Context: an optimization exercise on an open-source flow, tuned for small area, a short achievable clock period and few clock cycles. The choices shown serve that exercise and are no tape-out recipe.
Only simulation tests tie the RTL to the original design; equivalence was not proved.
Power figures rest on the tool's default switching activity, not on a simulated workload.

== v36 ==
==> flow/design.v (excerpt) <==
module ook_rx (
    input  wire          clk,
    input  wire          rst,
    input  wire          c_valid,
    output wire          c_ready,
    input  wire [17:0]   c_word,
    input  wire          f_pop,
    output wire          f_avail,
    output wire [6:0]    f_len,
    output wire [47:0]   f_payload,
    input  wire [2:0]    r_num,
    output reg  [31:0]   r_data
);
Settings: LEC_CHECK=0, CAP_MARGIN=20, CORE_MARGIN=2, CORE_UTILIZATION=40, CTS_BUF_LIST=sky130_fd_sc_hd__clkbuf_16, CTS_CLUSTER_DIAMETER=80, CTS_CLUSTER_SIZE=30, PLACE_DENSITY=0.6, SLEW_MARGIN=20; clock period 15.0 ns.
standard.sh (not shown) runs the stock make flow with config.mk's settings and CLKGATE_MAP_FILE= SYNTH_SCRIPT=/design/flow/synth_recipe.tcl, a recipe that flattens the netlist after the stock synthesis.
==> flow/flow/run.sh <==
#!/bin/bash
# Standard layout, with timing repair aimed below the clock period: repair
# works until every path has SETUP_SLACK_MARGIN of slack, and ports get
# ordinary buffers instead of the delay cells buffer_ports picks by default.
set -euo pipefail
bash standard.sh \
  SETUP_SLACK_MARGIN=8.5 \
  "BUFFER_PORTS_ARGS=-buffer_cell sky130_fd_sc_hd__buf_4" \
  finish > standard.log 2>&1
In summary, v36 completed successfully, with a layout that passed the timing, DRC and antenna checks.
Testbench counts of v36, summed over its fixed seeds: cycles 7,239.
#### Input delta (v42 over v36)
==> flow/run.sh (new file) <==
#!/bin/bash
# synth_recipe.tcl (not shown) runs the flow's synth.tcl, then flattens the netlist and writes it again
# the make line also repeats each setting of config.mk as NAME=value (left out here)
make -C /OpenROAD-flow-scripts/flow DESIGN_CONFIG=/design/flow/config.mk WORK_HOME=/design/flow/orfs CLKGATE_MAP_FILE= SYNTH_SCRIPT=/design/flow/synth_recipe.tcl finish
--- a/flow/config.mk
+++ b/flow/config.mk
@@ -14,2 +14,3 @@
 export PLACE_DENSITY = 0.6
+export SETUP_SLACK_MARGIN = 5
 export SLEW_MARGIN = 20
removed: flow/flow/run.sh
removed: flow/standard.sh
--- outcome ---
The lower slew at the pin closest to its max-slew limit of v36 and v42 is in v42. Diff v36 -> v42: count of clock-net buffers in the final layout now sits lower, initial antenna violation count up 3, final-layout clock-cell area share about even, global-route wire length before repair lost about 4%. Total power on v42 is ahead of v36. Diff v36 -> v42: design area shows a reduction of 1300 um^2, total wire length after detailed routing shows a reduction of 3.9%, number of DRC markers in iteration 0 shows an increase of 18, met2 usage in global routing shows a reduction of 0.85 points, detailed-route wire length per cell shows a reduction of 0.56 um.
Relative to v42, the following input files were edited for v29:
==> flow/flow/run.sh (new file) <==
#!/bin/bash
# Standard layout, with timing repair aimed below the clock period: repair
# works until every path has SETUP_SLACK_MARGIN of slack, and ports get
# ordinary buffers instead of the delay cells buffer_ports picks by default.
set -euo pipefail
bash standard.sh \
  SETUP_SLACK_MARGIN=8.5 \
  "BUFFER_PORTS_ARGS=-buffer_cell sky130_fd_sc_hd__buf_4" \
  finish > standard.log 2>&1
==> flow/standard.sh (new file) <==
#!/bin/bash
# synth_recipe.tcl (not shown) runs the flow's synth.tcl, then flattens the netlist and writes it again
# the make line also repeats each setting of config.mk as NAME=value (left out here)
make -C /OpenROAD-flow-scripts/flow DESIGN_CONFIG=/design/flow/config.mk WORK_HOME=/design/flow/orfs CLKGATE_MAP_FILE= SYNTH_SCRIPT=/design/flow/synth_recipe.tcl "${@:-finish}"
--- a/flow/config.mk
+++ b/flow/config.mk
@@ -9,3 +9,3 @@
 export CORE_MARGIN = 2
-export CORE_UTILIZATION = 40
+export CORE_UTILIZATION = 60
 export CTS_BUF_LIST = sky130_fd_sc_hd__clkbuf_16
@@ -13,4 +13,3 @@
 export CTS_CLUSTER_SIZE = 30
-export PLACE_DENSITY = 0.6
-export SETUP_SLACK_MARGIN = 5
+export PLACE_DENSITY = 0.8
 export SLEW_MARGIN = 20
removed: flow/run.sh
Results
- Utilization, v42 and v29, lower one = v42.
- | clock network latency to the later pin of the worst-skew pair | v29 vs v42 | 0.04 ns lower |
- Going from v42 to v29, routed wire length rose about 9%; number of non-clock buffers in the layout rose about 35%.
- From v42 to v29 the numbers moved as follows: minimum clock period after layout shrank by 2.40 ns, hold slack shrank by 0.014 ns, sequential logic power held steady, share of power burned in registers held steady.
- In the flow results for v42 and v29, the clock share of power is smaller on v29.
Modified inputs, v53 compared to v29
--- a/flow/config.mk
+++ b/flow/config.mk
@@ -9,3 +9,3 @@
 export CORE_MARGIN = 2
-export CORE_UTILIZATION = 60
+export CORE_UTILIZATION = 50
 export CTS_BUF_LIST = sky130_fd_sc_hd__clkbuf_16
@@ -13,3 +13,3 @@
 export CTS_CLUSTER_SIZE = 30
-export PLACE_DENSITY = 0.8
+export PLACE_DENSITY = 0.75
 export SLEW_MARGIN = 20
## What came out
- Result for v29 and v53: all clean
- v53 ended up with r_data[1] as its end point of the critical path; v29 ended up with tsum[17].
- Sort v29 and v53 by setup slack, descending, and v53 comes first.
- Any difference in power between v29 and v53 is small enough to ignore.
- Cmp v29 and v53 / routed wire length / lower: v53
- Launch point of the worst path = c_word[0]: v29; launch point of the worst path = r_num[1]: v53

-- port drivers added, routing unchanged --
No port has a modelled driver above. Below, the same layouts with a new extraction and two added sets of constraints.
Step 1: set_driving_cell puts a clkbuf_16 on clk and a buf_2 on each other input, an assumption about the parent block.
Step 2 adds t to the input delays and takes it off the output delays; t is the mean of the earliest and latest rising clock arrival at the registers after step 1. Input paths then give back, and output paths get back, about the clock's delay inside the block.
Slacks: no drivers / after step 1 / after step 2; pairs: no drivers / after step 1.
run	t, ns	setup slack, ns	clock arrival spread, ns
v36	0.770	8.277 / 8.225 / 7.729	0.044 / 0.044
v42	0.768	5.845 / 5.890 / 5.121	0.036 / 0.035
v29	0.730	8.243 / 8.157 / 7.550	0.039 / 0.039
v53	0.734	8.281 / 8.187 / 7.724	0.056 / 0.057
After both steps setup and hold are still met in every run listed. For v42, which loses most, drivers alone change the setup slack by +0.045 ns; drivers and shift together by -0.724 ns.
